This design comes from an exercise in tuning for small area, a short achievable clock period and few clock cycles on the open sky130 flow, not from production work. Function was checked by simulation only, so behaviour that the tests miss may differ from the original. Power figures rest on the tool's default switching activity, not on a simulated workload.

==> flow/design.v (excerpt) <==
module fb565_engine (
    input  wire        clk,
    input  wire        rst,          
    input  wire        cmd_valid,
    output wire        cmd_ready,
    input  wire [7:0]  cmd_op,
    input  wire [15:0] cmd_pos,      
    input  wire [31:0] cmd_rg,       
    input  wire [15:0] cmd_b,        
    input  wire [15:0] cmd_arg,
    output reg         rsp_valid,
    output reg  [2:0]  rsp_code,
    output reg  [3:0]  rsp_cause,
    output wire [23:0] rsp_data,
    output reg         rsp_flush,
    input  wire [5:0]  rd_idx,
    output wire [15:0] rd_data,
    output wire [1:0]  rot,
    output wire        lowlight,
    output wire [1:0]  lifecycle
);
Size in the first run: roughly 1100 flip-flops, ~150 I/O pins, ~50000 µm² of cells after synthesis.
export LEC_CHECK = 0
export CAP_MARGIN = 20
export CORE_MARGIN = 2
export CORE_UTILIZATION = 50
export CTS_BUF_LIST = sky130_fd_sc_hd__clkbuf_16
export CTS_CLUSTER_DIAMETER = 90
export CTS_CLUSTER_SIZE = 24
export PLACE_DENSITY = 0.65
export SETUP_SLACK_MARGIN = 4.5
export SLEW_MARGIN = 20
create_clock -name core_clock -period 10.0 [get_ports {clk}]
run.sh (not shown) runs the stock make flow with config.mk's settings and CLKGATE_MAP_FILE= SYNTH_SCRIPT=/design/flow/synth_recipe.tcl, a recipe that flattens the netlist after the stock synthesis.
Testbench counts at the start, summed over its fixed seeds: cycles 8,008.
Edit:
--- a/flow/config.mk
+++ b/flow/config.mk
@@ -10,7 +10,5 @@
 export CORE_UTILIZATION = 50
-export CTS_BUF_LIST = sky130_fd_sc_hd__clkbuf_16
-export CTS_CLUSTER_DIAMETER = 90
-export CTS_CLUSTER_SIZE = 24
+export CTS_BUF_LIST = sky130_fd_sc_hd__clkbuf_8
 export PLACE_DENSITY = 0.65
-export SETUP_SLACK_MARGIN = 4.5
+export SETUP_SLACK_MARGIN = 3.5
 export SLEW_MARGIN = 20
Effect:
- wire length drops by 0.96%
- hold slack is worse by 16 ps
- core utilization climbs by 0.60 points
- synthesized cell count does not change
- flip-flop and latch count does not change
- first-iteration DRC count climbs by about 0.8%
- cell count climbs by 4.0%
- power climbs by about 13%
- fmax stays flat
- count of clock-buffer cells in the layout climbs by 129
- final area climbs by 1.0%
Edit:
--- a/flow/config.mk
+++ b/flow/config.mk
@@ -10,5 +10,7 @@
 export CORE_UTILIZATION = 50
-export CTS_BUF_LIST = sky130_fd_sc_hd__clkbuf_8
+export CTS_BUF_LIST = sky130_fd_sc_hd__clkbuf_16
+export CTS_CLUSTER_DIAMETER = 80
+export CTS_CLUSTER_SIZE = 20
 export PLACE_DENSITY = 0.65
-export SETUP_SLACK_MARGIN = 3.5
+export SETUP_SLACK_MARGIN = 5.0
 export SLEW_MARGIN = 20
First-iteration DRC count went up by 8.6%.
Via count increases by 3.4%.
Design area rises by 4.2%.
Utilization rose by 2.5 points.
Fmax shrinks by 2.2%.
Count of clock-buffer cells in the layout is lower by 121.
Wire length goes up by 9.8%.
Synthesized area does not change.
Clock skew decreases by 14 ps.


fb565_engine again, from the RTL that the note above started with.
Settings: LEC_CHECK=0, CAP_MARGIN=10, CORE_MARGIN=2, CORE_UTILIZATION=50, CTS_BUF_LIST=sky130_fd_sc_hd__clkbuf_8, PLACE_DENSITY=0.65, SETUP_SLACK_MARGIN=3.5, SLEW_MARGIN=10; clock period 10.0 ns.
The baseline finished but failed the layout checks on capacitance limit, slew limit.
Testbench counts at the start, summed over its fixed seeds: cycles 8,008.
Change:
CAP_MARGIN = 20   (was 10)
CTS_BUF_LIST = sky130_fd_sc_hd__clkbuf_16   (was sky130_fd_sc_hd__clkbuf_8)
CTS_CLUSTER_DIAMETER = 80   (was not set)
CTS_CLUSTER_SIZE = 20   (was not set)
SETUP_SLACK_MARGIN = 4.5   (was 3.5)
SLEW_MARGIN = 20   (was 10)
=> This time the run produced a clean layout; sequential share of layout area drops by 0.57 points; total power drops by 8.2%; synthesized cell count does not change; final area climbs by 1.0%; worst setup slack is better by 0.096 ns; fmax climbs by 1.5%.

[port drivers added, routing unchanged]
In the flow no input, the clock included, has a driving cell. The finished layouts below were timed again as built, in two steps.
Step 1: set_driving_cell puts a clkbuf_16 on clk and a buf_2 on each other input, an assumption about the parent block.
Step 2 times the ports against the registers' clock, not the clock port: input delays grow and output delays shrink by t, the midpoint of the rising clock arrivals with the driver on.
Slacks: ideal / step 1 / step 2; pairs: ideal / step 1.
| run | t, ns | slack for setup (ns) | worst slew at a driven data input, ns | cell pins on the clock port's net |
|---|---|---|---|---|
| the first run of note 1 | 0.774 | 3.400 / 3.319 / 3.319 | 0.08 | 1 |
| the second run of note 1 | 0.940 | 3.384 / 3.329 / 2.659 | 0.06 | 1 |
| the third run of note 1 | 0.776 | 3.239 / 3.165 / 3.165 | 0.07 | 1 |
| the first run of note 2 | 0.943 | 3.363 / 3.323 / 2.611 | 0.06 | 1 |
| the second run of note 2 | 0.795 | 3.459 / 3.388 / 3.388 | 0.07 | 1 |
The setup slack of the first run of note 2, which loses most, moves by -0.040 ns with the drivers and by -0.752 ns with both steps.
